Context: an optimization exercise on an open-source flow, tuned for small area, a short achievable clock period and few clock cycles. The choices shown serve that exercise and are no tape-out recipe.
Function was checked by simulation only, so behaviour that the tests miss may differ from the original.
Power and IR drop assume default switching activity.

==> design.v <==
module dab_fv (
    input  wire        clk,
    input  wire        rst,           
    input  wire        req_valid,
    output wire        req_ready,
    input  wire [31:0] req_cw,
    input  wire [63:0] req_opa,
    input  wire [63:0] req_opb,
    output reg         rsp_valid,
    output reg  [3:0]  rsp_status,
    output reg  [63:0] rsp_res
);
    localparam ST_OK         = 4'd0;
    localparam ST_OVERFLOW   = 4'd1;
    localparam ST_UNDERFLOW  = 4'd2;
    localparam ST_RANGE      = 4'd3;
    localparam ST_LENMISM    = 4'd4;
    localparam ST_ILL_CMD    = 4'd8;
    localparam ST_ILL_OPND   = 4'd9;
    localparam ST_ILL_STATE  = 4'd10;
    localparam C_RDSR = 0, C_WR = 1, C_RD = 2, C_PEEK = 3, C_REM = 4, C_BRST = 5,
               C_SLICE = 6, C_CCOMP = 7, C_CVER = 8, C_FCFG = 9, C_FNEW = 10,
               C_LATCH = 11, C_COMMIT = 12, C_FIBRD = 13, C_MCFG = 14, C_MPARSE = 15;
    localparam K_LATCH = 2'd0;
    localparam K_COMP  = 2'd1;
    localparam K_VER   = 2'd2;
    localparam K_MSC   = 2'd3;
    function [15:0] crc_m;
        input [15:0] c;
        begin
            crc_m[0] = ^(c & 16'h859B);
            crc_m[1] = ^(c & 16'h0B36);
            crc_m[2] = ^(c & 16'h166C);
            crc_m[3] = ^(c & 16'h2CD8);
            crc_m[4] = ^(c & 16'h59B0);
            crc_m[5] = ^(c & 16'h36FB);
            crc_m[6] = ^(c & 16'h6DF7);
            crc_m[7] = ^(c & 16'hDBEE);
            crc_m[8] = ^(c & 16'hB7DC);
            crc_m[9] = ^(c & 16'h6FB8);
            crc_m[10] = ^(c & 16'hDF70);
            crc_m[11] = ^(c & 16'hBEE1);
            crc_m[12] = ^(c & 16'hF859);
            crc_m[13] = ^(c & 16'hF0B3);
            crc_m[14] = ^(c & 16'hE166);
            crc_m[15] = ^(c & 16'hC2CD);
        end
    endfunction
    function [15:0] crc_n;
        input [63:0] d;
        begin
            crc_n[0] = ^(d & 64'h859B040B1C581911);
            crc_n[1] = ^(d & 64'h0B36081638B03222);
            crc_n[2] = ^(d & 64'h166C102C71606444);
            crc_n[3] = ^(d & 64'h2CD82058E2C0C888);
            crc_n[4] = ^(d & 64'h59B040B1C5819110);
            crc_n[5] = ^(d & 64'h36FB8568975B3B31);
            crc_n[6] = ^(d & 64'h6DF70AD12EB67662);
            crc_n[7] = ^(d & 64'hDBEE15A25D6CECC4);
            crc_n[8] = ^(d & 64'hB7DC2B44BAD9D988);
            crc_n[9] = ^(d & 64'h6FB8568975B3B310);
            crc_n[10] = ^(d & 64'hDF70AD12EB676620);
            crc_n[11] = ^(d & 64'hBEE15A25D6CECC40);
            crc_n[12] = ^(d & 64'hF859B040B1C58191);
            crc_n[13] = ^(d & 64'hF0B36081638B0322);
            crc_n[14] = ^(d & 64'hE166C102C7160644);
            crc_n[15] = ^(d & 64'hC2CD82058E2C0C88);
        end
    endfunction
    function [15:0] crc_mk;
        input [2:0] p;
        begin
            case (p)
                3'd0: crc_mk = 16'h313E;
                3'd1: crc_mk = 16'hF1CE;
                3'd2: crc_mk = 16'h0E10;
                3'd3: crc_mk = 16'h110C;
                3'd4: crc_mk = 16'h84C0;
                3'd5: crc_mk = 16'hCC9C;
                3'd6: crc_mk = 16'h1D0F;
                default: crc_mk = 16'hE1F0;
            endcase
        end
    endfunction
    reg         rdy;
    assign req_ready = rdy;
    wire        take = req_valid & rdy & ~rst;
    wire [31:0] icw = req_cw;
    wire [15:0] i_cmd;
    assign i_cmd[C_RDSR]   = (icw & 32'hFFFFFF00) == 32'h01000000;
    assign i_cmd[C_WR]     = (icw & 32'hFFFFFF00) == 32'h10000000;
    assign i_cmd[C_RD]     = (icw & 32'hFF7FFF00) == 32'h11000000;
    assign i_cmd[C_PEEK]   = (icw & 32'hFF7FFF00) == 32'h12000000;
    assign i_cmd[C_REM]    = (icw & 32'hFF7FFFFF) == 32'h13000000;
    assign i_cmd[C_BRST]   = icw == 32'h14000000;
    assign i_cmd[C_SLICE]  = icw == 32'h15000000;
    assign i_cmd[C_CCOMP]  = icw == 32'h20000000;
    assign i_cmd[C_CVER]   = (icw & 32'hFFFF0000) == 32'h21000000;
    assign i_cmd[C_FCFG]   = (icw & 32'hFFFFFF00) == 32'h30000000;
    assign i_cmd[C_FNEW]   = icw == 32'h31000000;
    assign i_cmd[C_LATCH]  = icw == 32'h32000000;
    assign i_cmd[C_COMMIT] = icw == 32'h33000000;
    assign i_cmd[C_FIBRD]  = (icw & 32'hFFFFFCE0) == 32'h34000000;
    assign i_cmd[C_MCFG]   = (icw & 32'hFFFFFE00) == 32'h38000000;
    assign i_cmd[C_MPARSE] = (icw & 32'hFFFFFF00) == 32'h39000000;
    wire [7:0]  iw    = icw[7:0];
    wire [6:0]  i_n   = req_opb[9:3];                  
    wire [2:0]  i_pad = 3'd0 - i_n[2:0];
    wire [4:0]  i_q   = ({1'b0, i_n[6:3]}) + {4'd0, (i_n[2:0] != 3'd0)};
    reg         q_valid;
    reg  [15:0] q_cmd;
    reg  [15:0] q_cw;            
    reg         q_t;             
    reg         q_wbad;          
    reg  [63:0] q_opa;
    reg         q_opa_hi;        
    reg  [9:0]  q_opb;
    reg         q_opb_hi;        
    reg  [10:0] q_sum;           
    reg  [8:0]  q_s;             
    reg  [2:0]  q_pad;           
    reg  [4:0]  q_q;             
    always @(posedge clk) begin
        q_valid  <= take;
        q_cmd    <= i_cmd;
        q_cw     <= icw[15:0];
        q_t      <= icw[23];
        q_wbad   <= (iw == 8'd0) || (iw > 8'd64);
        q_opa    <= req_opa;
        q_opa_hi <= |req_opa[63:10];
        q_opb    <= req_opb[9:0];
        q_opb_hi <= |req_opb[63:10];
        q_sum    <= {1'b0, req_opa[9:0]} + {1'b0, req_opb[9:0]};
        q_s      <= req_opa[8:0] - {3'd0, i_pad, 3'd0};
        q_pad    <= i_pad;
        q_q      <= i_q;
    end
    reg [511:0] bb;                    
    reg [9:0]  bbwr, bbrd, bbrem;      
    reg        vwvalid;
    reg [9:0]  vwbase, vwlen, vwrd;
    reg [9:0]  vwabs, vwrem;           
    reg [2:0]  fibcount;
    reg [1:0]  fstate;
    reg [2:0]  fibn;
    reg [255:0] fibmem [0:3];          
    reg [7:0]  sc_cfgd;
    reg [7:0]  sc_hc;
    reg [7:0]  sc_long;                
    reg [9:0]  sc_plen [0:7];          
    reg        msc_present;
    reg [2:0]  msc_subch;
    reg [9:0]  msc_base, msc_len;
    reg        msc_hascrc;
    reg [3:0]  fibvalid;
    reg        framevalid;
    reg        fib_v;                  
    reg        msc_valid;
    reg [3:0]  op_left;                
    reg [1:0]  op_kind;
    reg [8:0]  ptr;
    reg [15:0] op_exp;
    reg [1:0]  lj;
    reg [2:0]  sp_n;                   
    reg [9:0]  sp_ptr;                 
    wire opc  = op_left != 4'd0;       
    wire cons = q_valid & ~opc;        
    wire [7:0]  imm      = q_cw[7:0];
    wire [6:0]  w7       = imm[6:0];
    wire        range_bad = q_opa_hi | q_opb_hi | (q_sum > {1'b0, bbwr});
    wire [10:0] wr_end   = {1'b0, bbwr} + {4'd0, w7};
    wire        wr_ovf   = wr_end > 11'd512;
    wire        rd_under = q_t ? ({3'd0, w7} > vwrem) : ({3'd0, w7} > bbrem);
    wire [8:0]  rd_base  = q_t ? vwabs[8:0] : bbrd[8:0];
    wire [8:0]  rd_x     = rd_base + {3'b111, 6'd0} + {1'b0, imm};    
    wire [2:0]  sid    = imm[2:0];
    wire        sid_ok = imm[7:3] == 5'd0;
    wire [9:0]  p_len  = sc_plen[sid];
    wire        p_hc   = sc_hc[sid];
    wire [10:0] p_end  = {1'b0, p_len} + 11'd16;
    wire [6:0]  m_n    = p_len[9:3] + 7'd2;                
    wire [2:0]  m_pad  = 3'd0 - m_n[2:0];
    wire [3:0]  m_q    = m_n[6:3] + {3'd0, (m_n[2:0] != 3'd0)};
    wire [8:0]  m_x    = vwbase[8:0] - {3'd0, m_pad, 3'd0};
    reg [10:0] sr_value;               
    always @(*) begin
        case (imm[3:0])
            4'd0:  sr_value = 11'd512;
            4'd1:  sr_value = {1'b0, bbwr};
            4'd2:  sr_value = {1'b0, bbrd};
            4'd3:  sr_value = {10'd0, vwvalid};
            4'd4:  sr_value = {1'b0, vwbase};
            4'd5:  sr_value = {1'b0, vwlen};
            4'd6:  sr_value = {1'b0, vwrd};
            4'd7:  sr_value = {8'd0, fibcount};
            4'd8:  sr_value = {6'd0, fibn, fstate};
            4'd9:  sr_value = {msc_subch, 5'd0, 1'b0, msc_hascrc, msc_present};
            4'd10: sr_value = {1'b0, msc_base};
            4'd11: sr_value = {1'b0, msc_len};
            default: sr_value = 11'd0;
        endcase
    end
    wire e_rot = opc | (q_valid & (q_cmd[C_RD] | q_cmd[C_PEEK] | q_cmd[C_CCOMP] | q_cmd[C_CVER] |
                                   q_cmd[C_MPARSE] | q_cmd[C_LATCH]));
    wire e_restart = q_valid & ~opc & (q_cmd[C_BRST] | q_cmd[C_FNEW] | q_cmd[C_LATCH] |
                                        q_cmd[C_COMMIT] | (q_cmd[C_RD] & ~q_t));
    wire [4:0] sp_endh = {1'b0, sp_ptr[9:6]} + 5'd1;       
    wire bg_go = ~e_rot & ~e_restart & ~rst_q & (fstate == 2'd0) & (sp_n != 3'd4) &
                 ({1'b0, bbwr} >= {sp_endh, sp_ptr[5:0]});
    wire        wr_go = cons & q_cmd[C_WR] & ~q_wbad & ~wr_ovf;
    wire [5:0]  wr_r  = bbwr[5:0] + imm[5:0] - 6'd1;       
    wire [5:0]  wr_m  = ~wr_r;
    wire [63:0] opa_rev;
    genvar gk;
    generate
        for (gk = 0; gk < 64; gk = gk + 1) begin : g_orev
            assign opa_rev[gk] = q_opa[63-gk];
        end
    endgenerate
    wire [127:0] wr_dbl = {opa_rev, opa_rev};
    wire [95:0]  wr5 = wr_m[5] ? wr_dbl[127:32] : wr_dbl[95:0];
    wire [79:0]  wr4 = wr_m[4] ? wr5[95:16] : wr5[79:0];
    wire [71:0]  wr3 = wr_m[3] ? wr4[79:8]  : wr4[71:0];
    wire [67:0]  wr2 = wr_m[2] ? wr3[71:4]  : wr3[67:0];
    wire [65:0]  wr1 = wr_m[1] ? wr2[67:2]  : wr2[65:0];
    wire [63:0]  wr_rot = wr_m[0] ? wr1[65:1] : wr1[63:0];
    wire [63:0]  wr_ge = {64{1'b1}} << bbwr[5:0];           
    integer wk, wt;
    always @(posedge clk) begin
        for (wk = 0; wk < 8; wk = wk + 1)
            for (wt = 0; wt < 64; wt = wt + 1)
                if (!bbwr[9] && (wr_ge[wt] ? (bbwr[8:6] == wk)
                                           : (bbwr[8:6] != 3'd7 && bbwr[8:6] + 3'd1 == wk)))
                    bb[64*wk + wt] <= wr_rot[wt];
    end
    reg        f_v, f_rsp;
    reg [3:0]  f_st;
    reg [10:0] f_res;
    reg        f_rd, f_fib;
    reg        f_fc;                   
    reg        f_oc;                   
    reg        f_first, f_last;
    reg [1:0]  f_kind;
    reg [8:0]  f_x;
    reg [6:0]  f_keep;
    reg [2:0]  f_pad;
    reg [15:0] f_exp;
    reg [1:0]  f_slot, f_j;
    reg        f_sr8, f_sr9, f_commit, f_ficnew, f_bbrst, f_mscimm;
    reg rst_q;
    always @(posedge clk) rst_q <= rst;
    reg [3:0] left_nx;
    reg [9:0] bbrd_n, bbrem_n;
    reg [1:0] fstate_n;
    reg [2:0] sp_n_n;
    reg       mcfg_now;
    integer i;
    always @(posedge clk) begin
        f_v      <= 1'b0;
        f_rsp    <= 1'b0;
        f_st     <= ST_OK;
        f_res    <= 11'd0;
        f_rd     <= 1'b0;
        f_fib    <= 1'b0;
        f_fc     <= 1'b0;
        f_oc     <= 1'b0;
        f_first  <= 1'b0;
        f_last   <= 1'b0;
        f_kind   <= op_kind;
        f_x      <= sp_ptr[8:0];
        f_keep   <= 7'd64;
        f_pad    <= 3'd0;
        f_exp    <= op_exp;
        f_slot   <= fibn[1:0];
        f_j      <= sp_n[1:0];
        f_sr8    <= 1'b0;
        f_sr9    <= 1'b0;
        f_commit <= 1'b0;
        f_ficnew <= 1'b0;
        f_bbrst  <= 1'b0;
        f_mscimm <= 1'b0;
        if (rst_q) begin
            bbwr        <= 10'd0;
            bbrd        <= 10'd0;
            bbrem       <= 10'd0;
            vwvalid     <= 1'b0;
            vwbase      <= 10'd0;
            vwlen       <= 10'd0;
            vwrd        <= 10'd0;
            vwabs       <= 10'd0;
            vwrem       <= 10'd0;
            fibcount    <= 3'd0;
            fstate      <= 2'd0;
            fibn        <= 3'd0;
            sc_cfgd     <= 8'd0;
            sc_hc       <= 8'd0;
            sc_long     <= 8'd0;
            for (i = 0; i < 8; i = i + 1)
                sc_plen[i] <= 10'd0;
            msc_present <= 1'b0;
            msc_subch   <= 3'd0;
            msc_base    <= 10'd0;
            msc_len     <= 10'd0;
            msc_hascrc  <= 1'b0;
            sp_n        <= 3'd0;
            sp_ptr      <= 10'd0;
        end else begin
            left_nx  = 4'd0;
            bbrd_n   = bbrd;
            bbrem_n  = bbrem;
            fstate_n = fstate;
            mcfg_now = 1'b0;
            if (bg_go) begin
                f_fc    <= 1'b1;
                f_first <= sp_n == 3'd0;
            end
            if (opc) begin
                left_nx  = op_left - 4'd1;
                f_v      <= 1'b1;
                f_x      <= ptr;
                f_last   <= op_left == 4'd1;
                f_rsp    <= op_left == 4'd1;
                f_j      <= lj;
                if (op_kind == K_LATCH) begin
                    f_fc    <= 1'b1;
                end else begin
                    f_oc    <= 1'b1;
                end
                ptr      <= ptr + 9'd64;
                lj       <= lj + 2'd1;
            end else if (q_valid) begin
                f_v   <= 1'b1;
                f_rsp <= 1'b1;
                if (q_cmd[C_RDSR]) begin
                    if (imm > 8'd11) f_st <= ST_ILL_OPND;
                    else begin
                        f_res <= sr_value;
                        f_sr8 <= imm[3:0] == 4'd8;
                        f_sr9 <= imm[3:0] == 4'd9;
                    end
                end else if (q_cmd[C_WR]) begin
                    if (q_wbad)      f_st <= ST_ILL_OPND;
                    else if (wr_ovf) f_st <= ST_OVERFLOW;
                    else begin
                        bbwr    <= wr_end[9:0];
                        bbrem_n = bbrem + {3'd0, w7};
                    end
                end else if (q_cmd[C_RD] | q_cmd[C_PEEK]) begin
                    f_x    <= rd_x;
                    f_keep <= w7;
                    if (q_wbad)                 f_st <= ST_ILL_OPND;
                    else if (q_t && !vwvalid)   f_st <= ST_ILL_STATE;
                    else if (rd_under)          f_st <= ST_UNDERFLOW;
                    else begin
                        f_rd <= 1'b1;
                        if (q_cmd[C_RD]) begin
                            if (q_t) begin
                                vwrd  <= vwrd + {3'd0, w7};
                                vwabs <= vwabs + {3'd0, w7};
                                vwrem <= vwrem - {3'd0, w7};
                            end else begin
                                bbrd_n  = bbrd + {3'd0, w7};
                                bbrem_n = bbrem - {3'd0, w7};
                            end
                        end
                    end
                end else if (q_cmd[C_REM]) begin
                    if (q_t && !vwvalid) f_st  <= ST_ILL_STATE;
                    else if (q_t)        f_res <= {1'b0, vwrem};
                    else                 f_res <= {1'b0, bbrem};
                end else if (q_cmd[C_BRST]) begin
                    bbwr        <= 10'd0;
                    bbrd_n      = 10'd0;
                    bbrem_n     = 10'd0;
                    vwvalid     <= 1'b0;
                    vwbase      <= 10'd0;
                    vwlen       <= 10'd0;
                    vwrd        <= 10'd0;
                    vwabs       <= 10'd0;
                    vwrem       <= 10'd0;
                    msc_present <= 1'b0;
                    msc_subch   <= 3'd0;
                    msc_base    <= 10'd0;
                    msc_len     <= 10'd0;
                    msc_hascrc  <= 1'b0;
                    f_bbrst     <= 1'b1;
                end else if (q_cmd[C_SLICE]) begin
                    if (range_bad) f_st <= ST_RANGE;
                    else begin
                        vwvalid <= 1'b1;
                        vwbase  <= q_opa[9:0];
                        vwlen   <= q_opb;
                        vwrd    <= 10'd0;
                        vwabs   <= q_opa[9:0];
                        vwrem   <= q_opb;
                    end
                end else if (q_cmd[C_CCOMP] | q_cmd[C_CVER]) begin
                    f_x     <= q_s;
                    f_keep  <= (q_q == 5'd0) ? 7'd0 : 7'd64 - {1'b0, q_pad, 3'd0};
                    f_pad   <= q_pad;
                    f_exp   <= q_cw;
                    f_kind  <= q_cmd[C_CCOMP] ? K_COMP : K_VER;
                    f_first <= 1'b1;
                    op_kind <= q_cmd[C_CCOMP] ? K_COMP : K_VER;
                    op_exp  <= q_cw;
                    ptr     <= q_s + 9'd64;
                    if (q_opb[2:0] != 3'd0) f_st <= ST_ILL_OPND;
                    else if (range_bad)     f_st <= ST_RANGE;
                    else begin
                        f_oc    <= 1'b1;
                        f_last  <= q_q[3:0] <= 4'd1;
                        if (q_q[3:0] > 4'd1) begin
                            f_rsp   <= 1'b0;
                            left_nx = q_q[3:0] - 4'd1;
                        end
                    end
                end else if (q_cmd[C_FCFG]) begin
                    if (imm != 8'd3 && imm != 8'd4)          f_st <= ST_ILL_OPND;
                    else if (fstate != 2'd0 || fibn != 3'd0)  f_st <= ST_ILL_STATE;
                    else fibcount <= imm[2:0];
                end else if (q_cmd[C_FNEW]) begin
                    fstate_n = 2'd0;
                    fibn     <= 3'd0;
                    f_ficnew <= 1'b1;
                end else if (q_cmd[C_LATCH]) begin
                    f_x     <= (sp_n == 3'd3) ? sp_ptr[8:0] : bbrd[8:0];
                    f_j     <= (sp_n == 3'd3) ? 2'd3 : 2'd0;
                    f_first <= sp_n != 3'd3;
                    op_kind <= K_LATCH;
                    ptr     <= bbrd[8:0] + 9'd64;
                    lj      <= 2'd1;
                    if (fibcount == 3'd0)        f_st <= ST_ILL_STATE;
                    else if (fstate != 2'd0)     f_st <= ST_ILL_STATE;
                    else if (bbrem < 10'd256)    f_st <= ST_UNDERFLOW;
                    else begin
                        bbrd_n   = bbrd + 10'd256;
                        bbrem_n  = bbrem - 10'd256;
                        fstate_n = 2'd1;
                        if (sp_n == 3'd3) begin
                            f_fc <= 1'b1;
                        end else if (sp_n != 3'd4) begin
                            f_fc    <= 1'b1;
                            f_rsp   <= 1'b0;
                            left_nx = 4'd3;
                        end
                    end
                end else if (q_cmd[C_COMMIT]) begin
                    if (fstate != 2'd1) f_st <= ST_ILL_STATE;
                    else begin
                        f_commit <= 1'b1;
                        fibn     <= fibn + 3'd1;
                        fstate_n = (fibn + 3'd1 < fibcount) ? 2'd0 : 2'd2;
                    end
                end else if (q_cmd[C_FIBRD]) begin
                    if ({1'b0, q_cw[9:8]} >= fibn) f_st <= ST_ILL_STATE;
                    else begin
                        f_fib <= 1'b1;
                        f_res <= {4'd0, q_cw[9:8], q_cw[4:0]};
                    end
                end else if (q_cmd[C_MCFG]) begin
                    mcfg_now = 1'b1;
                    if (!sid_ok)                            f_st <= ST_ILL_OPND;
                    else if (q_cw[8] && q_opa[2:0] != 3'd0) f_st <= ST_ILL_OPND;
                    else begin
                        sc_cfgd[sid] <= 1'b1;
                        sc_hc[sid]   <= q_cw[8];
                        sc_long[sid] <= q_cw[8] & (q_opa_hi | (q_opa[9:3] >= 7'd7));
                        sc_plen[sid] <= q_opa_hi ? 10'd1023 : q_opa[9:0];
                    end
                end else if (q_cmd[C_MPARSE]) begin
                    f_x     <= m_x;
                    f_keep  <= 7'd64 - {1'b0, m_pad, 3'd0};
                    f_pad   <= m_pad;
                    f_kind  <= K_MSC;
                    f_first <= 1'b1;
                    op_kind <= K_MSC;
                    ptr     <= m_x + 9'd64;
                    if (!sid_ok)                 f_st <= ST_ILL_OPND;
                    else if (!sc_cfgd[sid])      f_st <= ST_ILL_STATE;
                    else if (!vwvalid)           f_st <= ST_ILL_STATE;
                    else if (vwlen < p_len)      f_st <= ST_LENMISM;
                    else begin
                        msc_present <= 1'b1;
                        msc_subch   <= sid;
                        msc_base    <= vwbase;
                        msc_len     <= p_len;
                        msc_hascrc  <= p_hc;
                        if (!p_hc || {1'b0, vwlen} < p_end) begin
                            f_mscimm <= 1'b1;
                            f_res    <= {10'd0, !p_hc};
                        end else begin
                            f_oc    <= 1'b1;
                            f_last  <= m_q == 4'd1;
                            if (m_q != 4'd1) begin
                                f_rsp   <= 1'b0;
                                left_nx = m_q - 4'd1;
                            end
                        end
                    end
                end else begin
                    f_st <= ST_ILL_CMD;
                end
            end
            if (e_restart) begin
                sp_n_n   = 3'd0;
                sp_ptr   <= bbrd_n;
            end else begin
                sp_n_n   = sp_n + {2'd0, bg_go};
                if (bg_go) sp_ptr <= {sp_endh[3:0], sp_ptr[5:0]};
            end
            sp_n    <= sp_n_n;
            bbrd    <= bbrd_n;
            bbrem   <= bbrem_n;
            fstate  <= fstate_n;
            op_left <= left_nx;
            rdy     <= ~(take & ((i_cmd[C_LATCH] & (sp_n_n < 3'd3)) |
                                 (i_cmd[C_MPARSE] & (mcfg_now | sc_long[iw[2:0]])) |
                                 ((i_cmd[C_CCOMP] | i_cmd[C_CVER]) & (i_q > 5'd1))))
                       & (left_nx <= 4'd1);
        end
        if (rst) begin
            rdy     <= 1'b1;
            op_left <= 4'd0;
            f_v     <= 1'b0;
            f_fc    <= 1'b0;
        end
    end
    reg [127:0] pair;
    always @(*) begin
        case (f_x[8:6])
            3'd0: pair = {bb[127:64],  bb[63:0]};
            3'd1: pair = {bb[191:128], bb[127:64]};
            3'd2: pair = {bb[255:192], bb[191:128]};
            3'd3: pair = {bb[319:256], bb[255:192]};
            3'd4: pair = {bb[383:320], bb[319:256]};
            3'd5: pair = {bb[447:384], bb[383:320]};
            3'd6: pair = {bb[511:448], bb[447:384]};
            default: pair = {bb[63:0], bb[511:448]};
        endcase
    end
    wire [95:0] sh5 = f_x[5] ? pair[127:32] : pair[95:0];
    wire [79:0] sh4 = f_x[4] ? sh5[95:16]   : sh5[79:0];
    wire [71:0] sh3 = f_x[3] ? sh4[79:8]    : sh4[71:0];
    wire [67:0] sh2 = f_x[2] ? sh3[71:4]    : sh3[67:0];
    wire [65:0] sh1 = f_x[1] ? sh2[67:2]    : sh2[65:0];
    wire [63:0] sh0 = f_x[0] ? sh1[65:1]    : sh1[63:0];
    wire [63:0] rd_word;
    generate
        for (gk = 0; gk < 64; gk = gk + 1) begin : g_rev
            assign rd_word[63-gk] = sh0[gk];
        end
    endgenerate
    wire [63:0] keep_mask = ~({64{1'b1}} << f_keep);
    reg [7:0] fib_byte;
    integer fb;
    always @(*) begin
        fib_byte = 8'd0;
        for (fb = 0; fb < 128; fb = fb + 1)
            fib_byte = fib_byte | (fibmem[fb / 32][255 - 8*(fb % 32) -: 8] & {8{f_res[6:0] == fb}});
    end
    integer fk, fj;
    always @(posedge clk) begin
        for (fk = 0; fk < 4; fk = fk + 1)
            for (fj = 0; fj < 4; fj = fj + 1)
                if (f_fc && f_slot == fk && f_j == fj)
                    fibmem[fk][255 - 64*fj -: 64] <= rd_word;
    end
    reg        g_v, g_rsp;
    reg [3:0]  g_st;
    reg [63:0] g_data;
    reg [10:0] g_res;
    reg        g_rd;
    reg        g_fc, g_oc, g_first, g_last, g_empty, g_j3;
    reg [1:0]  g_kind;
    reg [2:0]  g_pad;
    reg [15:0] g_exp;
    reg [1:0]  g_slot;
    reg        g_sr8, g_sr9, g_commit, g_ficnew, g_bbrst, g_mscimm;
    always @(posedge clk) begin
        g_v      <= f_v & ~rst;
        g_fc     <= f_fc & ~rst;
        g_rsp    <= f_rsp;
        g_st     <= f_st;
        g_data   <= rd_word & keep_mask;
        g_res    <= f_fib ? {3'd0, fib_byte} : f_res;
        g_rd     <= f_rd;
        g_oc     <= f_oc;
        g_first  <= f_first;
        g_last   <= f_last;
        g_empty  <= f_keep == 7'd0;
        g_j3     <= f_j == 2'd3;
        g_kind   <= f_kind;
        g_pad    <= f_pad;
        g_exp    <= f_exp;
        g_slot   <= f_slot;
        g_sr8    <= f_sr8;
        g_sr9    <= f_sr9;
        g_commit <= f_commit;
        g_ficnew <= f_ficnew;
        g_bbrst  <= f_bbrst;
        g_mscimm <= f_mscimm;
    end
    reg  [15:0] fib_crc, op_crc;
    wire [15:0] crc_nx  = (g_first ? crc_mk(g_pad) : crc_m(g_fc ? fib_crc : op_crc)) ^ crc_n(g_data);
    wire [15:0] crc_fin = g_empty ? 16'hFFFF : crc_nx;
    wire        crc_ok  = crc_nx == 16'd0;
    always @(posedge clk) begin
        if (rst_q) begin
            fibvalid   <= 4'd0;
            framevalid <= 1'b1;
            msc_valid  <= 1'b0;
        end else begin
            if (g_fc) begin
                fib_crc <= crc_nx;
                if (g_j3) fib_v <= crc_ok;
            end
            if (g_v) begin
                if (g_oc) begin
                    op_crc <= crc_nx;
                    if (g_last && g_kind == K_MSC) msc_valid <= crc_ok;
                end
                if (g_commit) begin
                    fibvalid[g_slot] <= fib_v;
                    framevalid       <= framevalid & fib_v;
                end
                if (g_ficnew) begin
                    fibvalid   <= 4'd0;
                    framevalid <= 1'b1;
                end
                if (g_bbrst)  msc_valid <= 1'b0;
                if (g_mscimm) msc_valid <= g_res[0];
            end
        end
    end
    always @(posedge clk) begin
        rsp_valid <= g_v & g_rsp & ~rst;
        if (g_v) begin
            rsp_status <= g_st;
            rsp_res    <= g_rd ? g_data : {53'd0, g_res};
            if (g_oc && g_last) begin
                case (g_kind)
                    K_COMP:  rsp_res <= {48'd0, crc_fin};
                    K_VER:   rsp_res <= {63'd0, crc_fin == g_exp};
                    default: rsp_res <= {63'd0, crc_ok};
                endcase
            end
            if (g_sr8)    rsp_res[9:5] <= {framevalid, fibvalid};
            if (g_sr9)    rsp_res[2]   <= msc_valid;
            if (g_commit) rsp_res      <= {63'd0, fib_v};
        end
    end
endmodule
==> run.sh <==
#!/bin/bash
# synth_recipe.tcl (not shown) runs the flow's synth.tcl, then flattens the netlist and writes it again
# the make line also repeats each setting of config.mk as NAME=value (left out here)
make -C /OpenROAD-flow-scripts/flow DESIGN_CONFIG=/design/flow/config.mk WORK_HOME=/design/flow/orfs CLKGATE_MAP_FILE= SYNTH_SCRIPT=/design/flow/synth_recipe.tcl finish
==> config.mk <==
export PLATFORM = sky130hd
export DESIGN_NAME = dab_fv
export DESIGN_NICKNAME = dab_fv
export VERILOG_FILES = /design/flow/design.v
export SDC_FILE = /design/flow/constraint.sdc
export NUM_CORES = 4
export LEC_CHECK = 0
export CAP_MARGIN = 30
export CELL_PAD_IN_SITES_DETAIL_PLACEMENT = 1
export CELL_PAD_IN_SITES_GLOBAL_PLACEMENT = 2
export CORE_MARGIN = 2
export CORE_UTILIZATION = 20
export PLACE_DENSITY = 0.45
export SLEW_MARGIN = 40
==> constraint.sdc <==
create_clock -name core_clock -period 12.0 [get_ports {clk}]
set_input_delay 2.4000 -clock core_clock [delete_from_list [all_inputs] [get_ports {clk}]]
set_output_delay 2.4000 -clock core_clock [all_outputs]
set_load 0.01 [all_outputs]
==> results of run 1 <==
cell usage after synthesis, types with 85 or more instances:
cell / number
xnor2_1: 284
and2_1: 85
inv_1: 169
nor3_1: 110
mux4_2: 110
edfxtp_1: 1746
xor2_1: 102
o21ai_0: 296
dfxtp_1: 469
mux2_2: 150
a22oi_1: 292
buf_2: 110
clkbuf_1: 500
nand3_1: 126
a21oi_1: 704
nor2_1: 1450
ha_1: 166
a22o_1: 195
nand4_1: 96
mux2i_1: 666
a221oi_1: 250
nand2_1: 493
registers in the layout, summed over array words and instances (netlist names), 16 cells and up:
| register | count |
|---|---|
| fib_crc | 16 |
| rsp_res | 64 |
| op_exp | 16 |
| op_crc | 16 |
| q_opa | 61 |
| q_cmd | 16 |
| g_exp | 16 |
| q_cw | 16 |
| sc_plen | 80 |
| fibmem | 1024 |
| bb | 512 |
| g_data | 64 |
worst paths after layout:
path / cells after the start / start / end / slack, ns
max: 12 / f_x[8] / fibmem[1][251] / 5.92
min: 0 / f_mscimm / g_mscimm / 0.24
max reg2reg: 12 / f_x[8] / fibmem[1][251] / 5.92
min reg2reg: 0 / f_mscimm / g_mscimm / 0.24
power groups by stage:
stage	sequential, uW	clock, uW	combinational, uW
after CTS	10700	8570	15400
after global placement	10900	0	15000
after floorplan	10400	0	8660
final	10700	8410	15300
after global routing	10700	8810	16100
after detailed placement	10800	0	15300
kinds of logic after synthesis:
logic type | count (synthesis) | synth area share
AND/OR/NAND/NOR | 2839 | 0.1143
XOR/XNOR | 425 | 0.03740
AO/OA/AOI/OAI | 2496 | 0.1515
flip-flops | 2215 | 0.5484
multiplexers | 934 | 0.09703
adder cells (fa/ha/maj) | 178 | 0.02056
buffers and inverters | 875 | 0.03088
worst reg2reg max path: cells and delay by family, from the launching register on:
kind / cells / cell delay [ns]
AND/OR/NAND/NOR: 4 / 2.19
buffers and inverters: 2 / 0.90
AO/OA/AOI/OAI: 4 / 1.56
flip-flops: 1 / 0.54
multiplexers: 2 / 0.45
stage by stage:
step,utilization,instances
2_1_floorplan,-,9962
3_3_place_gp,0.2246,17394
3_5_place_dp,0.2281,17454
4_1_cts,0.2438,17942
5_1_grt,0.2441,17954
6_report,0.2442,17970
area by class of cell:
cell class	instances	area, um^2	share of cell area
Sequential cell	2215	61880	0.4515
Antenna cell	20	50.05	0.0003652
Clock inverter	137	1214	0.008856
Clock buffer	351	7574	0.05526
Inverter	182	685.7	0.005003
Multi-Input combinational cell	6872	49440	0.3607
Timing Repair Buffer	714	6844	0.04994
Tap cell	7479	9358	0.06828
metal layers:
layer  wire length (um)  part of all wire  GRT usage  up-vias
met4              29840             0.045    0.08551       30
met5                207           0.00032          0        -
li1                   -                 -          -    38374
met2             296800              0.45     0.3563     3725
met3              38760             0.059    0.03153      968
met1             291300              0.44     0.3026    48524
==> impl_results.md, run 1 <==
* Resize count post-CTS at 0
* Layout area overhead at 21.58%
* IO Count at 233
* Dpl ws at 5.909 ns
* HPWL after DPL at 463100 um
* First-pass iteration count of the detailed router at 6
* VDD IR max at 0.9112 mV
* Data required time at the worst endpoint at ~12 ns
* Final-report setup violation count at 0
* Most frequent cells in the layout: edfxtp_1 (1746), nor2_1 (1296), a21oi_1 (694)
* Die area at 569600 um^2
* RSZ-0062 raised after global routing: no
* Fmax achieved at 0.1645 GHz
* Initial Util at 0.2009
* Post-synth top flop: edfxtp_1
* Layout cells sized above 1 at 0.1507
* Slew Limit Fails at 0
* Post-place instance area at about 130000 um^2
* Ys async rst share at 0
* Per-cell routed wire length at 36.55 um
* Status: no timing/DRC/antenna violations
* Top cell type's share of synthesized area at 0.4651
* Die Y at 754.7 um
* Warnings, synthesis at 2
* Hold_buf cts at 0
* Gate Count Post-Synth at 9962
* Final WS setup at 5.922 ns
* Seq/Total Area, Yosys at 0.5484
* DRC viols at 0
* CP Class: reg2reg
* CTS Buf Count at 279
* P_sw at 14340 uW
* Num rows at 275
* Relative slew slack at 0.3579
* First-pass GRT wire length at about 870000 um
* Count of cell types in the netlist at 103
* EDFF count, synth at about 1700
* CP top delay family: simple AND/OR/NAND/NOR gates
* Internal power at 20040 uW
* #FFs+latches synth at 2215
* GRT Util Overall at 0.2223
* Worst Setup End Kind: flip-flop
* Vias in the first global route at 91720
* Pwr Total at 34380 uW
* Tcrit/Tclk final at 0.5065
* Top post-synthesis cells by area: edfxtp_1 (47%), dfxtp_1 (8.3%), mux2i_1 (5.9%), nor2_1 (4.8%), a21oi_1 (3.1%)
* H-tree levels at 5
* Die extent in x at about 750 um
* Fillers at 62104
* Sequential share of power at 0.310
* Clock share of power at 0.245
* Crit path DAT at 6.56 ns
* Vias per inst at approximately 5
* Max clock buf depth at 4
* CP Cell Sequence: buf_12, nand3_4, buf_12, or2_2, o311ai_1, o31ai_1, a221o_1, mux2i_1, mux2i_1, o21ai_0, or2_1, nand2_1
* Final Instance Area at 137000 um^2
* Largest net degree at the start of global routing at roughly 130
* Combinational power share at 0.445
* Final Hold Viols at 0
* Mapped Avg Cell Area at 11.31 um^2
* Yosys top cell by area: edfxtp_1
* Max-cap check violation count at 0
* Leakage at 0.04657 uW
* Pwr Density at 250.9 nW/um^2
* Bufs and invs on worst path at 2
* CTS tree: yes
* TNS Setup at 0 ns
* Type of origin of the critical path: flip-flop
* Vias at 91621
* Switching part of the total power at 0.4172
* Mapped Area at 112700 um^2
* Syn_nets at 10303
* Fin crit period at a little over 6 ns
* I/O Buffers at roughly 230
* Initial antenna violation count at 76
* Final Wtd Congestion at 0.8785
* Total grt overflow at 0
* CP peak stage delay at 0.77 ns
* Slowest CP cell: nand3_4
* Fin Clk Skew at 0.1028 ns
* Hold_ws at 0.2356 ns
* DRT iter0 DRCs at 10515
* CTS root buf: clkbuf_16
* Total core area at 561200 um^2
* Clock transition at path regs at ~0.06 ns
* Worst-Margin Slew at 0.9608 ns
* Total Routed Length at 656900 um
* Nets@finish at 10605
* Number of post-CTS setup repair buffers at 0
* Most common cell after layout, fill and taps aside: edfxtp_1
* ANT nets after route at 0
* CTS Sinks at 2215
* Clock Latency Late Sink at 1.01 ns
* CP Max Fanout at 94
* Hold crit path type: reg2reg
Testbench counts, summed over its fixed seeds: cycles 4,561.
==> inputs of run 2 (changes only) <==
==> config.mk (replaced) <==
export PLATFORM = sky130hd
export DESIGN_NAME = dab_fv
export DESIGN_NICKNAME = dab_fv
export VERILOG_FILES = /design/flow/design.v
export SDC_FILE = /design/flow/constraint.sdc
export NUM_CORES = 4
export LEC_CHECK = 0
export CAP_MARGIN = 20
export CELL_PAD_IN_SITES_DETAIL_PLACEMENT = 0
export CELL_PAD_IN_SITES_GLOBAL_PLACEMENT = 1
export CORE_MARGIN = 2
export CORE_UTILIZATION = 45
export PLACE_DENSITY = 0.65
export SLEW_MARGIN = 20
==> run 2 against run 1 <==
Compared with the run above: still clean; largest power group unchanged; combinational power decreased by 12%; clock power down 11%; critical path type unchanged; critical path depth increased by 1; worst setup slack lost 0.78 ns.
==> impl_results.md, run 2 <==
* Count leader, synth: edfxtp_1
* Crit path DAT at 7.32 ns
* Fin cells at around 14000
* Final-report setup violation count at 0
* Hold crit path type: reg2reg
* Clock transition at path regs at 0.06 ns
* Total core area at roughly 250000 um^2
* Initial antenna violation count at 60
* CTS tree: yes
* CP Max Fanout at 64
* Max clock buf depth at 3
* Layout cells sized above 1 at 0.1293
* VDD IR max at 1.212 mV
* CP top delay family: multiplexers
* Fillers at 21954
* Pwr Density at roughly 250 nW/um^2
* Vias at just over 90000
* Vias in the first global route at around 86000
* Data required time at the worst endpoint at roughly 12 ns
* Most frequent cells in the layout: edfxtp_1 (1746), nor2_1 (1306), a21oi_1 (697)
* Bufs and invs on worst path at 3
* Status: no timing/DRC/antenna violations
* CP dominant cell by count: mux2i_1
* CTS Sinks at about 2200
* Final Hold Viols at 0
* Clock Latency Late Sink at approximately 0.96 ns
* Gate Count Post-Synth at 9962
* Yosys top cell by area: edfxtp_1
* Die extent in x at between 500 and 600 um
* Largest net degree at the start of global routing at 221
* IO Count at ~230
* Per-cell routed wire length at a little under 40 um
* Ys async rst share at 0
* Fmax achieved at about 0.15 GHz
* Initial Util at 0.4529
* Num rows at 183
* Most flops, register: fibmem
* Nets@finish at 10450
* Total Routed Length at 531400 um
* CTS root buf: clkbuf_16
* Vias per inst at 6.793
* Relative slew slack at 0.05086
* Top post-synthesis cells by area: edfxtp_1 (47%), dfxtp_1 (8.3%), mux2i_1 (5.9%), nor2_1 (4.8%), a21oi_1 (3.1%)
* First-pass iteration count of the detailed router at 8
* Mapped Area at ~110000 um^2
* H-tree levels at 4
* ANT nets after route at 0
* CP Class: reg2reg
* Die area at around 250000 um^2
* Warnings, synthesis at 2
* GRT Util Overall at 0.4051
* Type of origin of the critical path: flip-flop
* Layout area overhead at 14.05%
* Final Wtd Congestion at 1.010
* Post-synth top cells: edfxtp_1 (1746), nor2_1 (1450), a21oi_1 (704)
* Post-Place Cells at 13201
* First-pass GRT wire length at 719200 um
* Fin Clk Skew at 0.1235 ns
* Count of cell types in the netlist at 103
* Number of post-CTS setup repair buffers at 0
* Tcrit/Tclk final at 0.5715
* Fin crit period at 6.859 ns
* HPWL after DPL at around 360000 um
* Mapped Avg Cell Area at approximately 11 um^2
* I/O Buffers at 232
* Slowest CP cell: dfxtp_1
* Seq/Total Area, Yosys at 0.5484
* Max reg flops at about 1000
* Total grt overflow at 0
* Post-synth top flop: edfxtp_1
* Top cell type's share of synthesized area at 0.4651
* Die Y at 504.5 um
* Most common cell after layout, fill and taps aside: edfxtp_1
* Resize count post-CTS at 0
* EDFF count, synth at about 1700
* Worst Setup End Kind: flip-flop
* Post-layout util at 0.5165
* Hold_buf cts at 0
* #FFs+latches synth at 2215
* Worst-Margin Slew at 1.418 ns
* DRT iter0 DRCs at 15474
* Leakage at about 0.045 uW
* RSZ-0062 raised after global routing: no
* CP peak stage delay at 1.10 ns
* CTS Buf Count at 234
* CP Cell Sequence: inv_1, ha_1, inv_1, fa_4, a21o_1, a21oi_1, xnor2_4, buf_4, mux4_2, mux2i_1, mux2i_1, mux2i_1, mux2i_1
* Slew Limit Fails at 0
* Biggest regs: fibmem (1024), bb (512), sc_plen (80)
* DRC viols at 0
* Syn_nets at between 10000 and 15000
* Max-cap check violation count at 0
* TNS Setup at 0 ns
[run 2: logic make-up (layout without fill, tap and decap cells)]
kind of cell	Yosys count	after routing	share of synthesized area
other cells	0	77	0
compound gates	2496	2496	0.1515
simple gates	2839	2839	0.1143
xor+xnor	425	425	0.03740
fa+ha+maj	178	178	0.02056
buf+inv	875	1232	0.03088
flops	2215	2215	0.5484
mux	934	934	0.09703
[run 2: power breakdown]
part / leakage, uW / total [uW] / switching (uW) / internal [uW]
combinational: 0.0215 / 13500 / 8520 / 4980
sequential: 0.0199 / 10700 / 632 / 10000
clock: 0.00387 / 7500 / 3320 / 4180
[run 2: metal layers]
layer  vias to the layer above  GRT usage  wire (um)
met3                      1855     0.1255      66260
met1                     45932     0.5178     197500
met4                        32     0.2515      40300
met5                         -   0.001689        268
met2                      7329     0.5985     227100
li1                      38087          -          -
[run 2: per-stage QoR]
step | setup slack (ns) | cell area [um^2] | power, uW | hold slack, ns
after detailed placement | 5.300 | 120300 | 24120 | 0.3121
final | 5.141 | 128600 | 31670 | 0.2905
after global routing | 5.034 | 128400 | 32620 | 0.2859
after floorplan | 6.235 | 112700 | 19020 | 0.3096
after global placement | 5.314 | 120200 | 24000 | 0.3132
after CTS | 5.302 | 128300 | 31530 | 0.2875
[run 2: worst paths after layout]
| path | end | slack (ns) | cells after the start | startpoint |
|---|---|---|---|---|
| hold reg to reg | g_rsp | 0.29 | 0 | f_rsp |
| setup / recovery | bb[502] | 5.14 | 13 | bbwr[2] |
| setup reg to reg | bb[502] | 5.14 | 13 | bbwr[2] |
| hold / removal | g_rsp | 0.29 | 0 | f_rsp |
[run 2: area by class of cell]
class	instances	area, um^2	share of cell area
clock inverter	139	1481	0.01152
sequential	2215	61870	0.4813
inverter	182	683.2	0.005314
timing repair buffer	604	5165	0.04018
multi-input combinational	6872	48560	0.3777
antenna	77	192.7	0.001499
tap	3330	4167	0.03241
clock buffer	307	6441	0.05010
==> inputs of run 3 (changes only) <==
--- a/design.v
+++ b/design.v
@@ -83,4 +83,34 @@
         end
     endfunction
+    reg [511:0] bb;                    
+    reg [9:0]  bbwr, bbrd, bbrem;      
+    reg        vwvalid;
+    reg [9:0]  vwbase, vwlen, vwrd;
+    reg [9:0]  vwabs, vwrem;           
+    reg [2:0]  fibcount;
+    reg [1:0]  fstate;
+    reg [2:0]  fibn;
+    reg [255:0] fibmem [0:3];          
+    reg [7:0]  sc_cfgd;
+    reg [7:0]  sc_hc;
+    reg [7:0]  sc_long;                
+    reg [9:0]  sc_plen [0:7];          
+    reg        msc_present;
+    reg [2:0]  msc_subch;
+    reg [9:0]  msc_base, msc_len;
+    reg        msc_hascrc;
+    reg [3:0]  fibvalid;
+    reg        framevalid;
+    reg        fib_v;                  
+    reg        msc_valid;
+    reg [3:0]  op_left;                
+    reg [1:0]  op_kind;
+    reg [8:0]  ptr;
+    reg [15:0] op_exp;
+    reg [1:0]  lj;
+    reg [2:0]  sp_n;                   
+    reg [9:0]  sp_ptr;                 
+    reg rst_q;
+    always @(posedge clk) rst_q <= rst;
     reg         rdy;
     assign req_ready = rdy;
@@ -121,6 +151,42 @@
     reg  [2:0]  q_pad;           
     reg  [4:0]  q_q;             
+    reg  [63:0] q_wv;            
+    reg  [9:0]  q_plen;
+    reg  [10:0] q_pend;          
+    reg         q_phc, q_pcfgd;
+    reg  [2:0]  q_mpad;          
+    reg  [3:0]  q_mq;            
+    wire [63:0] i_rev;
+    genvar gk;
+    generate
+        for (gk = 0; gk < 64; gk = gk + 1) begin : g_irev
+            assign i_rev[gk] = req_opa[63-gk];
+        end
+    endgenerate
+    wire [5:0]   i_wm  = ~iw[5:0];                  
+    wire [127:0] i_w6 = {i_rev, i_rev};
+    wire [95:0]  i_w5 = i_wm[5] ? i_w6[127:32] : i_w6[95:0];
+    wire [79:0]  i_w4 = i_wm[4] ? i_w5[95:16] : i_w5[79:0];
+    wire [71:0]  i_w3 = i_wm[3] ? i_w4[79:8]  : i_w4[71:0];
+    wire [67:0]  i_w2 = i_wm[2] ? i_w3[71:4]  : i_w3[67:0];
+    wire [65:0]  i_w1 = i_wm[1] ? i_w2[67:2]  : i_w2[65:0];
+    wire [63:0]  i_wv = i_wm[0] ? i_w1[65:1]  : i_w1[63:0];
+    wire [2:0]  i_sid   = iw[2:0];
+    wire        i_fwd   = q_valid & q_cmd[C_MCFG] & (q_cw[7:3] == 5'd0) &
+                          ~(q_cw[8] & (q_opa[2:0] != 3'd0)) & (q_cw[2:0] == i_sid);
+    wire [9:0]  i_plen  = rst_q ? 10'd0 : i_fwd ? (q_opa_hi ? 10'd1023 : q_opa[9:0]) : sc_plen[i_sid];
+    wire        i_phc   = ~rst_q & (i_fwd ? q_cw[8] : sc_hc[i_sid]);
+    wire        i_pcfgd = ~rst_q & (i_fwd | sc_cfgd[i_sid]);
+    wire [6:0]  i_mn    = i_plen[9:3] + 7'd2;                
+    wire [2:0]  i_mpad  = 3'd0 - i_mn[2:0];
     always @(posedge clk) begin
         q_valid  <= take;
+        q_wv     <= i_wv;
+        q_plen   <= i_plen;
+        q_pend   <= {1'b0, i_plen} + 11'd16;
+        q_phc    <= i_phc;
+        q_pcfgd  <= i_pcfgd;
+        q_mpad   <= i_mpad;
+        q_mq     <= i_mn[6:3] + {3'd0, (i_mn[2:0] != 3'd0)};
         q_cmd    <= i_cmd;
         q_cw     <= icw[15:0];
@@ -136,32 +202,4 @@
         q_q      <= i_q;
     end
-    reg [511:0] bb;                    
-    reg [9:0]  bbwr, bbrd, bbrem;      
-    reg        vwvalid;
-    reg [9:0]  vwbase, vwlen, vwrd;
-    reg [9:0]  vwabs, vwrem;           
-    reg [2:0]  fibcount;
-    reg [1:0]  fstate;
-    reg [2:0]  fibn;
-    reg [255:0] fibmem [0:3];          
-    reg [7:0]  sc_cfgd;
-    reg [7:0]  sc_hc;
-    reg [7:0]  sc_long;                
-    reg [9:0]  sc_plen [0:7];          
-    reg        msc_present;
-    reg [2:0]  msc_subch;
-    reg [9:0]  msc_base, msc_len;
-    reg        msc_hascrc;
-    reg [3:0]  fibvalid;
-    reg        framevalid;
-    reg        fib_v;                  
-    reg        msc_valid;
-    reg [3:0]  op_left;                
-    reg [1:0]  op_kind;
-    reg [8:0]  ptr;
-    reg [15:0] op_exp;
-    reg [1:0]  lj;
-    reg [2:0]  sp_n;                   
-    reg [9:0]  sp_ptr;                 
     wire opc  = op_left != 4'd0;       
     wire cons = q_valid & ~opc;        
@@ -176,10 +214,9 @@
     wire [2:0]  sid    = imm[2:0];
     wire        sid_ok = imm[7:3] == 5'd0;
-    wire [9:0]  p_len  = sc_plen[sid];
-    wire        p_hc   = sc_hc[sid];
-    wire [10:0] p_end  = {1'b0, p_len} + 11'd16;
-    wire [6:0]  m_n    = p_len[9:3] + 7'd2;                
-    wire [2:0]  m_pad  = 3'd0 - m_n[2:0];
-    wire [3:0]  m_q    = m_n[6:3] + {3'd0, (m_n[2:0] != 3'd0)};
+    wire [9:0]  p_len  = q_plen;
+    wire        p_hc   = q_phc;
+    wire [10:0] p_end  = q_pend;
+    wire [2:0]  m_pad  = q_mpad;
+    wire [3:0]  m_q    = q_mq;
     wire [8:0]  m_x    = vwbase[8:0] - {3'd0, m_pad, 3'd0};
     reg [10:0] sr_value;               
@@ -209,14 +246,6 @@
                  ({1'b0, bbwr} >= {sp_endh, sp_ptr[5:0]});
     wire        wr_go = cons & q_cmd[C_WR] & ~q_wbad & ~wr_ovf;
-    wire [5:0]  wr_r  = bbwr[5:0] + imm[5:0] - 6'd1;       
-    wire [5:0]  wr_m  = ~wr_r;
-    wire [63:0] opa_rev;
-    genvar gk;
-    generate
-        for (gk = 0; gk < 64; gk = gk + 1) begin : g_orev
-            assign opa_rev[gk] = q_opa[63-gk];
-        end
-    endgenerate
-    wire [127:0] wr_dbl = {opa_rev, opa_rev};
+    reg  [5:0]   wr_m;
+    wire [127:0] wr_dbl = {q_wv, q_wv};
     wire [95:0]  wr5 = wr_m[5] ? wr_dbl[127:32] : wr_dbl[95:0];
     wire [79:0]  wr4 = wr_m[4] ? wr5[95:16] : wr5[79:0];
@@ -248,8 +277,6 @@
     reg [1:0]  f_slot, f_j;
     reg        f_sr8, f_sr9, f_commit, f_ficnew, f_bbrst, f_mscimm;
-    reg rst_q;
-    always @(posedge clk) rst_q <= rst;
     reg [3:0] left_nx;
-    reg [9:0] bbrd_n, bbrem_n;
+    reg [9:0] bbwr_n, bbrd_n, bbrem_n;
     reg [1:0] fstate_n;
     reg [2:0] sp_n_n;
@@ -282,4 +309,5 @@
         if (rst_q) begin
             bbwr        <= 10'd0;
+            wr_m        <= 6'd1;
             bbrd        <= 10'd0;
             bbrem       <= 10'd0;
@@ -307,4 +335,5 @@
         end else begin
             left_nx  = 4'd0;
+            bbwr_n   = bbwr;
             bbrd_n   = bbrd;
             bbrem_n  = bbrem;
@@ -343,5 +372,5 @@
                     else if (wr_ovf) f_st <= ST_OVERFLOW;
                     else begin
-                        bbwr    <= wr_end[9:0];
+                        bbwr_n  = wr_end[9:0];
                         bbrem_n = bbrem + {3'd0, w7};
                     end
@@ -370,5 +399,5 @@
                     else                 f_res <= {1'b0, bbrem};
                 end else if (q_cmd[C_BRST]) begin
-                    bbwr        <= 10'd0;
+                    bbwr_n      = 10'd0;
                     bbrd_n      = 10'd0;
                     bbrem_n     = 10'd0;
@@ -477,5 +506,5 @@
                     ptr     <= m_x + 9'd64;
                     if (!sid_ok)                 f_st <= ST_ILL_OPND;
-                    else if (!sc_cfgd[sid])      f_st <= ST_ILL_STATE;
+                    else if (!q_pcfgd)           f_st <= ST_ILL_STATE;
                     else if (!vwvalid)           f_st <= ST_ILL_STATE;
                     else if (vwlen < p_len)      f_st <= ST_LENMISM;
@@ -510,4 +539,6 @@
             end
             sp_n    <= sp_n_n;
+            bbwr    <= bbwr_n;
+            wr_m    <= 6'd1 - bbwr_n[5:0];
             bbrd    <= bbrd_n;
             bbrem   <= bbrem_n;
@@ -539,17 +570,4 @@
         endcase
     end
-    wire [95:0] sh5 = f_x[5] ? pair[127:32] : pair[95:0];
-    wire [79:0] sh4 = f_x[4] ? sh5[95:16]   : sh5[79:0];
-    wire [71:0] sh3 = f_x[3] ? sh4[79:8]    : sh4[71:0];
-    wire [67:0] sh2 = f_x[2] ? sh3[71:4]    : sh3[67:0];
-    wire [65:0] sh1 = f_x[1] ? sh2[67:2]    : sh2[65:0];
-    wire [63:0] sh0 = f_x[0] ? sh1[65:1]    : sh1[63:0];
-    wire [63:0] rd_word;
-    generate
-        for (gk = 0; gk < 64; gk = gk + 1) begin : g_rev
-            assign rd_word[63-gk] = sh0[gk];
-        end
-    endgenerate
-    wire [63:0] keep_mask = ~({64{1'b1}} << f_keep);
     reg [7:0] fib_byte;
     integer fb;
@@ -559,9 +577,59 @@
             fib_byte = fib_byte | (fibmem[fb / 32][255 - 8*(fb % 32) -: 8] & {8{f_res[6:0] == fb}});
     end
+    reg        p_v, p_rsp;
+    reg [3:0]  p_st;
+    reg [10:0] p_res;
+    reg [127:0] p_pair;
+    reg [5:0]  p_x;
+    reg        p_rd, p_fc, p_oc, p_first, p_last;
+    reg [1:0]  p_kind;
+    reg [6:0]  p_keep;
+    reg [2:0]  p_pad;
+    reg [15:0] p_exp;
+    reg [1:0]  p_slot, p_j;
+    reg        p_sr8, p_sr9, p_commit, p_ficnew, p_bbrst, p_mscimm;
+    always @(posedge clk) begin
+        p_v      <= f_v & ~rst;
+        p_fc     <= f_fc & ~rst;
+        p_rsp    <= f_rsp;
+        p_st     <= f_st;
+        p_res    <= f_fib ? {3'd0, fib_byte} : f_res;
+        p_pair   <= pair;
+        p_x      <= f_x[5:0];
+        p_rd     <= f_rd;
+        p_oc     <= f_oc;
+        p_first  <= f_first;
+        p_last   <= f_last;
+        p_kind   <= f_kind;
+        p_keep   <= f_keep;
+        p_pad    <= f_pad;
+        p_exp    <= f_exp;
+        p_slot   <= f_slot;
+        p_j      <= f_j;
+        p_sr8    <= f_sr8;
+        p_sr9    <= f_sr9;
+        p_commit <= f_commit;
+        p_ficnew <= f_ficnew;
+        p_bbrst  <= f_bbrst;
+        p_mscimm <= f_mscimm;
+    end
+    wire [95:0] sh5 = p_x[5] ? p_pair[127:32] : p_pair[95:0];
+    wire [79:0] sh4 = p_x[4] ? sh5[95:16]   : sh5[79:0];
+    wire [71:0] sh3 = p_x[3] ? sh4[79:8]    : sh4[71:0];
+    wire [67:0] sh2 = p_x[2] ? sh3[71:4]    : sh3[67:0];
+    wire [65:0] sh1 = p_x[1] ? sh2[67:2]    : sh2[65:0];
+    wire [63:0] sh0 = p_x[0] ? sh1[65:1]    : sh1[63:0];
+    wire [63:0] rd_word;
+    generate
+        for (gk = 0; gk < 64; gk = gk + 1) begin : g_rev
+            assign rd_word[63-gk] = sh0[gk];
+        end
+    endgenerate
+    wire [63:0] keep_mask = ~({64{1'b1}} << p_keep);
     integer fk, fj;
     always @(posedge clk) begin
         for (fk = 0; fk < 4; fk = fk + 1)
             for (fj = 0; fj < 4; fj = fj + 1)
-                if (f_fc && f_slot == fk && f_j == fj)
+                if (p_fc && p_slot == fk && p_j == fj)
                     fibmem[fk][255 - 64*fj -: 64] <= rd_word;
     end
@@ -578,26 +646,26 @@
     reg        g_sr8, g_sr9, g_commit, g_ficnew, g_bbrst, g_mscimm;
     always @(posedge clk) begin
-        g_v      <= f_v & ~rst;
-        g_fc     <= f_fc & ~rst;
-        g_rsp    <= f_rsp;
-        g_st     <= f_st;
+        g_v      <= p_v & ~rst;
+        g_fc     <= p_fc & ~rst;
+        g_rsp    <= p_rsp;
+        g_st     <= p_st;
         g_data   <= rd_word & keep_mask;
-        g_res    <= f_fib ? {3'd0, fib_byte} : f_res;
-        g_rd     <= f_rd;
-        g_oc     <= f_oc;
-        g_first  <= f_first;
-        g_last   <= f_last;
-        g_empty  <= f_keep == 7'd0;
-        g_j3     <= f_j == 2'd3;
-        g_kind   <= f_kind;
-        g_pad    <= f_pad;
-        g_exp    <= f_exp;
-        g_slot   <= f_slot;
-        g_sr8    <= f_sr8;
-        g_sr9    <= f_sr9;
-        g_commit <= f_commit;
-        g_ficnew <= f_ficnew;
-        g_bbrst  <= f_bbrst;
-        g_mscimm <= f_mscimm;
+        g_res    <= p_res;
+        g_rd     <= p_rd;
+        g_oc     <= p_oc;
+        g_first  <= p_first;
+        g_last   <= p_last;
+        g_empty  <= p_keep == 7'd0;
+        g_j3     <= p_j == 2'd3;
+        g_kind   <= p_kind;
+        g_pad    <= p_pad;
+        g_exp    <= p_exp;
+        g_slot   <= p_slot;
+        g_sr8    <= p_sr8;
+        g_sr9    <= p_sr9;
+        g_commit <= p_commit;
+        g_ficnew <= p_ficnew;
+        g_bbrst  <= p_bbrst;
+        g_mscimm <= p_mscimm;
     end
     reg  [15:0] fib_crc, op_crc;
==> config.mk (replaced) <==
export PLATFORM = sky130hd
export DESIGN_NAME = dab_fv
export DESIGN_NICKNAME = dab_fv
export VERILOG_FILES = /design/flow/design.v
export SDC_FILE = /design/flow/constraint.sdc
export NUM_CORES = 4
export LEC_CHECK = 0
export CAP_MARGIN = 30
export CELL_PAD_IN_SITES_DETAIL_PLACEMENT = 1
export CELL_PAD_IN_SITES_GLOBAL_PLACEMENT = 2
export CORE_MARGIN = 2
export CORE_UTILIZATION = 20
export PLACE_DENSITY = 0.45
export SLEW_MARGIN = 40
==> run 3 against run 2 <==
Compared with the run above: still clean on timing, DRC and antenna; clock skew up 0.019 ns; power up 15%; sequential cell count up 233; register-to-register slack better by 1.6 ns; synthesized area up 7.9%; die area up 140%; via count up 2.2%; utilization down 27 points; sequential share of layout area down 3.0 points; worst hold slack worse by 0.030 ns; synthesized cell count up 6.4%.
==> impl_results.md, run 3 <==
* Clock transition at path regs at 0.05 ns
* GR Layer Usage met1 at 0.2792
* RSZ-0062 raised after global routing: no
* Fmax achieved at 0.1915 GHz
* CTS root buf: clkbuf_16
* DRC viols at 0
* Vias at 95290
* CTS tree: yes
* Max reg flops at 1024
* Global Route met2 Usage at 0.3309
* Vias in the first global route at about 96000
* CP Max Fanout at 6
* ANT nets after route at 0
* Syn_nets at 10936
* Largest net degree at the start of global routing at 106
* Busiest grt layer: met2
* First-pass GRT wire length at 874200 um
* Post-Place Cells at ~19000
* Nets@finish at 11238
* DRT iter0 DRCs at 9556
* Resize count post-CTS at 0
* Tcrit/Tclk final at 0.4352
* Count of cell types in the netlist at 97
* Most frequent cells in the layout: edfxtp_1 (1746), nor2_1 (1357), a21oi_1 (797)
* Fin cells at 19251
* Vias per inst at 4.950
* Type of origin of the critical path: flip-flop
* Top cell type's share of synthesized area at 0.4313
* Die Y at a little under 800 um
* Leakage at around 0.051 uW
* Pwr Density at 247.6 nW/um^2
* Max clock buf depth at 4
* Final Hold Viols at 0
* Die extent in x at 783.7 um
* GRT Util Overall at 0.2045
* IO Count at between 200 and 250
* GR Util met3 at 0.02939
* Ys async rst share at 0
* #FFs+latches synth at around 2400
* Count leader, synth: edfxtp_1
* Worst-Margin Slew at approximately 1.0 ns
* First-pass iteration count of the detailed router at 6
* Layout area overhead at 21.32%
* Total core area at about 600000 um^2
* Status: no timing/DRC/antenna violations
* Biggest regs: fibmem (1024), bb (512), p_pair (127)
* Relative slew slack at 0.3157
* R2R setup slack at 6.78 ns
* Mapped Area at around 120000 um^2
* Worst Setup End Kind: flip-flop
* CTS Sinks at between 2000 and 2500
* Top post-synthesis cells by area: edfxtp_1 (43%), dfxtp_1 (12%), mux4_2 (6.9%), nor2_1 (4.6%), mux2i_1 (4.1%)
* H-tree levels at 5
* Mapped Avg Cell Area at roughly 11 um^2
* Crit path DAT at 6.03 ns
* Most flops, register: fibmem
* I/O Buffers at 232
* Hold crit path type: reg2reg
* CTS Buf Count at about 300
* Final Wtd Congestion at 0.8606
* VDD IR max at 0.7329 mV
* Hold_buf cts at 0
* Post-synth top cells: edfxtp_1 (1746), nor2_1 (1495), a21oi_1 (817)
* Num rows at ~290
* Total grt overflow at 0
* Final-report setup violation count at 0
* EDFF count, synth at 1746
* Per-cell routed wire length at 33.83 um
* Yosys top cell by area: edfxtp_1
* Fin crit period at ~5.2 ns
* Die area at 614100 um^2
* Data required time at the worst endpoint at 12.81 ns
* TNS Setup at 0 ns
* CP Class: reg2reg
* Most common cell after layout, fill and taps aside: edfxtp_1
* Total Routed Length at 651300 um
* Initial Util at 0.2006
* Seq/Total Area, Yosys at 0.5468
* Clock Latency Late Sink at 1.05 ns
* Slew Limit Fails at 0
* Max-cap check violation count at 0
* Number of post-CTS setup repair buffers at 0
* Layout cells sized above 1 at 0.1684
* Warnings, synthesis at 2
* Fin Clk Skew at between 0.1 and 0.15 ns
* Gate Count Post-Synth at 10604
* HPWL after DPL at 459500 um
* Initial antenna violation count at 76
* Post-synth top flop: edfxtp_1
run 3: cell count changes after synthesis, moves of 113 or more:
cell / before / now
dfxtp_1: 469 / 702
mux2i_1: 666 / 503
a21oi_1: 704 / 817
nand2_1: 493 / 741
mux4_2: 110 / 373
inv_1: 169 / 316
run 3: final cells by class:
| class | count | area [um^2] |
|---|---|---|
| Fill cell | 67206 | 458700 |
| Clock buffer | 402 | 8431 |
| Timing Repair Buffer | 702 | 6553 |
| Tap cell | 8064 | 10090 |
| Inverter | 322 | 1214 |
| Clock inverter | 161 | 1924 |
| Antenna cell | 28 | 70.07 |
| Multi-Input combinational cell | 7124 | 52670 |
| Sequential cell | 2448 | 66550 |
run 3: path summary, 6_finish.rpt:
check / from / end / cells past startpoint
min reg2reg: f_st[2] / p_st[2] / 0
max reg2reg: bbwr[0] / rdy / 22
max: bbwr[0] / rdy / 22
min: f_st[2] / p_st[2] / 0
run 3: critical path, cell delays in order, from the launching register on:
cell and delay (ns):
dfxtp_1 0.57, buf_4 0.29, inv_1 0.20, ha_1 0.33, nand2b_1 0.14, a21o_1 0.17, a21o_1 0.17, a21o_1 0.18
a21o_1 0.18, a21o_1 0.24, a21o_1 0.23, a21o_1 0.20, a211oi_1 0.49, nor2_1 0.19, ha_1 0.23, ha_1 0.19
xor2_1 0.16, a21oi_1 0.22, o21ai_0 0.16, nand3_1 0.12, and2_1 0.14, nor3_1 0.05, a31o_2 0.26
run 3: per-layer routing:
metal | up-vias | routed length [um]
met4 | 24 | 25700
met1 | 50362 | 290800
li1 | 40429 | -
met3 | 947 | 37350
met2 | 3528 | 297300
met5 | - | 164
run 3: power breakdown:
part	switching [uW]	internal (uW)	leakage, uW	total (uW)
logic	10200	5090	0.0242	15300
clock network	4080	5610	0.00503	9680
registers	748	10800	0.0218	11600
total	15000	21500	0.0510	36500
run 3: cells by family (layout without fill, tap and decap cells):
family,after synthesis,in the layout,share of synthesized area
simple gates,3029,3029,0.1084
flops,2448,2448,0.5468
compound gates,2435,2435,0.1318
mux,1083,1083,0.1297
buf+inv,1032,1587,0.03208
xor+xnor,408,408,0.03321
fa+ha+maj,169,169,0.01807
other cells,0,28,0
run 3: per-stage QoR:
stage	util	setup slack, ns	cell area, um^2	power [uW]	hold WS (ns)
2_1_floorplan	-	6.235	121600	19070	0.3096
3_3_place_gp	0.2238	5.713	135700	26280	0.3136
3_5_place_dp	0.2259	6.050	136900	26840	0.3135
4_1_cts	0.2430	6.574	147300	36650	0.2430
5_1_grt	0.2432	6.520	147400	37720	0.2487
6_report	0.2433	6.778	147500	36520	0.2606
Testbench counts of run 3, summed over its fixed seeds: cycles 4,569.

==> re-timing with driven ports <==
The flow's constraints put no driver on any port. The routed layouts listed below were extracted and timed again, unchanged, in two steps. Step 1 (the two cells are an assumption about what drives the block):
set clk [get_ports {clk}]
set_driving_cell -lib_cell sky130_fd_sc_hd__clkbuf_16 $clk
set_driving_cell -lib_cell sky130_fd_sc_hd__buf_2 [delete_from_list [all_inputs] $clk]
Step 2 times the ports against the registers' clock, not the clock port: input delays grow and output delays shrink by t, the midpoint of the rising clock arrivals with the driver on. Three values: no drivers, after step 1, after step 2; two values: the first two.
run | t, ns | setup slack, ns | clock arrival spread, ns
run 1 | 1.083 | 5.922 / 5.922 / 5.922 | 0.104 / 0.104
run 2 | 0.990 | 5.141 / 5.141 / 5.141 | 0.133 / 0.133
run 3 | 1.120 | 6.778 / 6.778 / 6.057 | 0.142 / 0.142
After both steps setup and hold are still met in every run listed. The setup slack of run 3, which loses most, moves by 0.000 ns with the drivers and by -0.721 ns with both steps.
